Context: an optimization exercise on an open-source flow, tuned for small area. The choices shown serve that exercise and are no tape-out recipe.
Function was checked by simulation only, so behaviour that the tests miss may differ from the original.

Setup of run A:
// blatesbox_core
module blatesbox_core (
    input  wire       clk,
    input  wire       rst,
    input  wire       tick,
    input  wire       btn,
    input  wire [7:0] sample,
    output reg        disp_data,
    output reg        disp_clk,
    output reg        disp_latch,
    output wire       beep
);
clock: 10.0 ns
lec_check: 0
abc_area: 1
cap_margin: 20
core_margin: 2
core_utilization: 70
cts_buf_list: sky130_fd_sc_hd__clkbuf_8
cts_cluster_diameter: 60
cts_cluster_size: 30
gpl_timing_driven: 0
place_density: 0.8
slew_margin: 20
standard.sh (not shown) runs the stock make flow with config.mk's settings and CLKGATE_MAP_FILE= SYNTH_SCRIPT=/design/flow/synth_recipe.tcl, a recipe that flattens the netlist after the stock synthesis.
==> flow/flow/run.sh <==
#!/bin/bash
# Own layout flow: the standard synthesis, then the combinational logic of
# the synthesised netlist is re-mapped with an area-oriented ABC script
# (deepsyn, then choice computation and area mapping with amap)
# (flow/reabc.sh; every flip-flop instance keeps its name, cell type and
# connections), then the standard layout from floorplan to finish, with
# the port buffers made of the smallest buffer cell (buf_1).
# Each tool's output goes to its own log file in the work folder.
set -euo pipefail
W=$(pwd)
R=$W/orfs/results/${FLOW_PLATFORM}/blatesbox_core/base
bash standard.sh synth > synth.log 2>&1
cp "$R/1_2_yosys.v" 1_2_yosys.standard.v
bash flow/reabc.sh 1_2_yosys.standard.v 1_2_yosys.reabc.v reabc.log
cp 1_2_yosys.reabc.v "$R/1_2_yosys.v"
rm -f "$R/1_synth.odb" "$R/1_synth.sdc"
bash standard.sh finish "BUFFER_PORTS_ARGS=-buffer_cell sky130_fd_sc_hd__buf_1" > layout.log 2>&1
==> flow/flow/reabc.sh <==
#!/bin/bash
# reabc.sh IN.v OUT.v LOG : re-map the combinational logic of a synthesised
# sky130hd netlist with an area-oriented ABC script; flip-flop instances
# (names, cell types and connections) are kept as they are.
set -euo pipefail
IN=$1; OUT=$2; LOG=$3
LIB=${FLOW_HOME:-/OpenROAD-flow-scripts/flow}/platforms/sky130hd/lib/sky130_fd_sc_hd__tt_025C_1v80.lib
DU=""
for c in $(grep -o 'sky130_fd_sc_hd__\(probe\|lpflow\)[a-z0-9_]*' $LIB | sort -u); do DU="$DU -dont_use $c"; done
SCRIPT=${ABC_SCRIPT:-"+strash;&get,-n;&deepsyn,-T,30;&put;dch;amap;topo;dnsize"}
FF=$(grep -o 'sky130_fd_sc_hd__[a-z0-9_]*df[a-z0-9_]*' $IN | sort -u | tr '\n' ' ')
cat > reabc.ys <<EOY
read_liberty -ignore_miss_func $LIB
read_verilog $IN
hierarchy -top blatesbox_core
setattr -mod -set blackbox 1 $FF
flatten
opt_clean -purge
abc -liberty $LIB $DU -script $SCRIPT
setundef -zero
opt_clean -purge
hilomap -singleton -hicell sky130_fd_sc_hd__conb_1 HI -locell sky130_fd_sc_hd__conb_1 LO
insbuf -buf sky130_fd_sc_hd__buf_4 A X
splitnets
opt_clean -purge
blackbox sky130_fd_sc_hd__*
read_liberty -lib $LIB
stat -liberty $LIB
write_verilog -noattr -nohex -nodec $OUT
EOY
${YOSYS_EXE:-$(command -v yosys || echo ${FLOW_HOME}/../tools/install/yosys/bin/yosys)} -s reabc.ys > $LOG 2>&1
The flow did not stop early for run A: all stages ran, and the layout cleared the timing, DRC and antenna checks.
Input-level comparison between run B and run A:
# run A
export LEC_CHECK = 0
export ABC_AREA = 1
export CAP_MARGIN = 20
export CORE_MARGIN = 2
export CORE_UTILIZATION = 70
export CTS_BUF_LIST = sky130_fd_sc_hd__clkbuf_8
export CTS_CLUSTER_DIAMETER = 60
export CTS_CLUSTER_SIZE = 30
export GPL_TIMING_DRIVEN = 0
export PLACE_DENSITY = 0.8
export SLEW_MARGIN = 20
create_clock -name core_clock -period 10.0 [get_ports {clk}]
# run B
export LEC_CHECK = 0
export ABC_AREA = 1
export CAP_MARGIN = 20
export CORE_MARGIN = 2
export CORE_UTILIZATION = 70
export CTS_BUF_LIST = sky130_fd_sc_hd__clkbuf_8
export PLACE_DENSITY = 0.8
export SLEW_MARGIN = 20
create_clock -name core_clock -period 10.0 [get_ports {clk}]
==> flow/flow/run.sh <==
#!/bin/bash
# Own layout flow: the standard synthesis, then the combinational logic of
# the synthesised netlist is re-mapped with an area-oriented ABC script
# (flow/reabc.sh; every flip-flop instance keeps its name, cell type and
# connections), then the standard layout from floorplan to finish.
# Each tool's output goes to its own log file in the work folder.
set -euo pipefail
W=$(pwd)
R=$W/orfs/results/${FLOW_PLATFORM}/blatesbox_core/base
bash standard.sh synth > synth.log 2>&1
cp "$R/1_2_yosys.v" 1_2_yosys.standard.v
bash flow/reabc.sh 1_2_yosys.standard.v 1_2_yosys.reabc.v reabc.log
cp 1_2_yosys.reabc.v "$R/1_2_yosys.v"
rm -f "$R/1_synth.odb" "$R/1_synth.sdc"
bash standard.sh finish > layout.log 2>&1
diff --git a/flow/flow/reabc.sh b/flow/flow/reabc.sh
--- a/flow/flow/reabc.sh
+++ b/flow/flow/reabc.sh
@@ -9,3 +9,3 @@
 for c in $(grep -o 'sky130_fd_sc_hd__\(probe\|lpflow\)[a-z0-9_]*' $LIB | sort -u); do DU="$DU -dont_use $c"; done
-SCRIPT=${ABC_SCRIPT:-"+strash;&get,-n;&deepsyn,-T,30;&put;dch;amap;topo;dnsize"}
+SCRIPT=${ABC_SCRIPT:-"+strash;dch;map,-a;strash;dch;map,-a;topo;dnsize"}
 FF=$(grep -o 'sky130_fd_sc_hd__[a-z0-9_]*df[a-z0-9_]*' $IN | sort -u | tr '\n' ' ')
==> comparison <==
Going from run A to run B, the routed wire length was found to have gone up by about 3.5%. Run A reports its cell type of the slowest stage on the worst timing path as o21ai_1 while run B reports clkdlybuf4s50_1. On area growth from synthesis to layout: run B sits below run A. Taking run A as the reference, in run B area of the die rose about 7%; logic depth of the worst register-to-register path fell 14%; sequential fraction of total cell area fell 2.2 points. Comparing run B and run A, the higher worst hold slack was measured on run A. Diff run A -> run B: count of clock-buffer cells in the layout now larger; worst setup slack now larger. Where pre-CTS setup slack is concerned, run A is outperformed by run B.
For run C, these inputs were changed with respect to run B:
diff --git a/flow/flow/run.sh b/flow/flow/run.sh
--- a/flow/flow/run.sh
+++ b/flow/flow/run.sh
@@ -4,3 +4,4 @@
 # (flow/reabc.sh; every flip-flop instance keeps its name, cell type and
-# connections), then the standard layout from floorplan to finish.
+# connections), then the standard layout from floorplan to finish, with
+# the port buffers made of the smallest buffer cell (buf_1).
 # Each tool's output goes to its own log file in the work folder.
@@ -14,2 +15,2 @@
 rm -f "$R/1_synth.odb" "$R/1_synth.sdc"
-bash standard.sh finish > layout.log 2>&1
+bash standard.sh finish "BUFFER_PORTS_ARGS=-buffer_cell sky130_fd_sc_hd__buf_1" > layout.log 2>&1
diff --git a/flow/flow/reabc.sh b/flow/flow/reabc.sh
--- a/flow/flow/reabc.sh
+++ b/flow/flow/reabc.sh
@@ -9,3 +9,3 @@
 for c in $(grep -o 'sky130_fd_sc_hd__\(probe\|lpflow\)[a-z0-9_]*' $LIB | sort -u); do DU="$DU -dont_use $c"; done
-SCRIPT=${ABC_SCRIPT:-"+strash;dch;map,-a;strash;dch;map,-a;topo;dnsize"}
+SCRIPT=${ABC_SCRIPT:-"+strash;&get,-n;&deepsyn,-T,60;&put;strash;dch;map,-a;strash;dch;map,-a;topo;dnsize"}
 FF=$(grep -o 'sky130_fd_sc_hd__[a-z0-9_]*df[a-z0-9_]*' $IN | sort -u | tr '\n' ' ')
==> comparison <==
Per the comparison of run C with run B, share of final layout cell area taken by clock buffers and inverters level. Diff run C and run B: cell count higher in run B.
diff inputs: run C => run D
# run C
export LEC_CHECK = 0
export ABC_AREA = 1
export CAP_MARGIN = 20
export CORE_MARGIN = 2
export CORE_UTILIZATION = 70
export CTS_BUF_LIST = sky130_fd_sc_hd__clkbuf_8
export PLACE_DENSITY = 0.8
export SLEW_MARGIN = 20
create_clock -name core_clock -period 10.0 [get_ports {clk}]
# run D
export LEC_CHECK = 0
export ABC_AREA = 1
export CAP_MARGIN = 20
export CORE_MARGIN = 2
export CORE_UTILIZATION = 70
export CTS_BUF_LIST = sky130_fd_sc_hd__clkbuf_8
export GPL_TIMING_DRIVEN = 0
export PLACE_DENSITY = 0.8
export SLEW_MARGIN = 20
create_clock -name core_clock -period 10.0 [get_ports {clk}]
diff --git a/flow/flow/run.sh b/flow/flow/run.sh
--- a/flow/flow/run.sh
+++ b/flow/flow/run.sh
@@ -3,2 +3,3 @@
 # the synthesised netlist is re-mapped with an area-oriented ABC script
+# (deepsyn, then choice computation and area mapping with amap)
 # (flow/reabc.sh; every flip-flop instance keeps its name, cell type and
diff --git a/flow/flow/reabc.sh b/flow/flow/reabc.sh
--- a/flow/flow/reabc.sh
+++ b/flow/flow/reabc.sh
@@ -9,3 +9,3 @@
 for c in $(grep -o 'sky130_fd_sc_hd__\(probe\|lpflow\)[a-z0-9_]*' $LIB | sort -u); do DU="$DU -dont_use $c"; done
-SCRIPT=${ABC_SCRIPT:-"+strash;&get,-n;&deepsyn,-T,60;&put;strash;dch;map,-a;strash;dch;map,-a;topo;dnsize"}
+SCRIPT=${ABC_SCRIPT:-"+strash;&get,-n;&deepsyn,-T,30;&put;dch;amap;topo;dnsize"}
 FF=$(grep -o 'sky130_fd_sc_hd__[a-z0-9_]*df[a-z0-9_]*' $IN | sort -u | tr '\n' ' ')
[summary]
Max peak clock frequency supported by timing across run C and run D: run C
Run C → run D: synthesized net count went down 74, fraction of layout instances using a drive strength above 1 now sits higher, critical path depth dropped 7.
[compare] base=run C new=run D: wire length of the first global-routing pass now smaller; detailed-route via count now smaller.
Against run C as the reference, run D delivers a lower width of the chip.
Against run C, non-clock inverter total of the final layout in run D fell by more than 10%.
Relative to run C, met2 wirelength from detailed routing has gone down in run D.
### run D -> run E
# run D
export LEC_CHECK = 0
export ABC_AREA = 1
export CAP_MARGIN = 20
export CORE_MARGIN = 2
export CORE_UTILIZATION = 70
export CTS_BUF_LIST = sky130_fd_sc_hd__clkbuf_8
export GPL_TIMING_DRIVEN = 0
export PLACE_DENSITY = 0.8
export SLEW_MARGIN = 20
create_clock -name core_clock -period 10.0 [get_ports {clk}]
# run E
export LEC_CHECK = 0
export ABC_AREA = 1
export CAP_MARGIN = 20
export CORE_MARGIN = 2
export CORE_UTILIZATION = 70
export CTS_BUF_LIST = sky130_fd_sc_hd__clkbuf_4 sky130_fd_sc_hd__clkbuf_8
export CTS_CLUSTER_DIAMETER = 30
export CTS_CLUSTER_SIZE = 10
export GPL_TIMING_DRIVEN = 0
export PLACE_DENSITY = 0.8
export SLEW_MARGIN = 20
create_clock -name core_clock -period 10.0 [get_ports {clk}]
Findings:
Changes observed in run E relative to run D: number of endpoints failing setup at the final stage held steady; number of placed instances, taps included held; final hold slack stayed essentially flat; clock skew comparable; synthesized area per cell level. On synthesis-to-layout area growth, run E tracks run D almost exactly. Filler-free cell count of the finished design came out exactly the same in run D and run E. Run E -> run D: count of fill cells added during filler insertion delta 0, exact match. Delta (run E minus run D): synthesized cell count essentially unchanged; wire length has remained practically unchanged.

==> what the ideal ports hide <==
The flow's constraints put no driver on any port. The routed layouts listed below were extracted and timed again, unchanged, in two steps. Step 1 (the two cells are an assumption about what drives the block):
set clk [get_ports {clk}]
set_driving_cell -lib_cell sky130_fd_sc_hd__clkbuf_16 $clk
set_driving_cell -lib_cell sky130_fd_sc_hd__buf_2 [delete_from_list [all_inputs] $clk]
Step 2, shift: input delay + t, output delay - t, t = (earliest + latest rising clock arrival at the registers) / 2. This alone moves slack from input paths to output paths. a / b / c = ideal ports / drivers / drivers and shift; a / b = the first two.
run | t, ns | slack for setup (ns) | worst setup path after step 2 | worst register clock-pin slew, ns
run A | 0.400 | 0.620 / 0.613 / 0.213 | input to register | 0.11 / 0.11
run B | 0.406 | 2.024 / 2.036 / 1.630 | input to register | 0.10 / 0.10
run C | 0.420 | 0.684 / 0.690 / 0.270 | input to register | 0.12 / 0.12
run D | 0.400 | 0.620 / 0.613 / 0.213 | input to register | 0.11 / 0.11
run E | 0.400 | 0.620 / 0.613 / 0.213 | input to register | 0.11 / 0.11
After both steps setup and hold are still met in every run listed. The setup slack of run C, which loses most, moves by +0.006 ns with the drivers and by -0.414 ns with both steps.
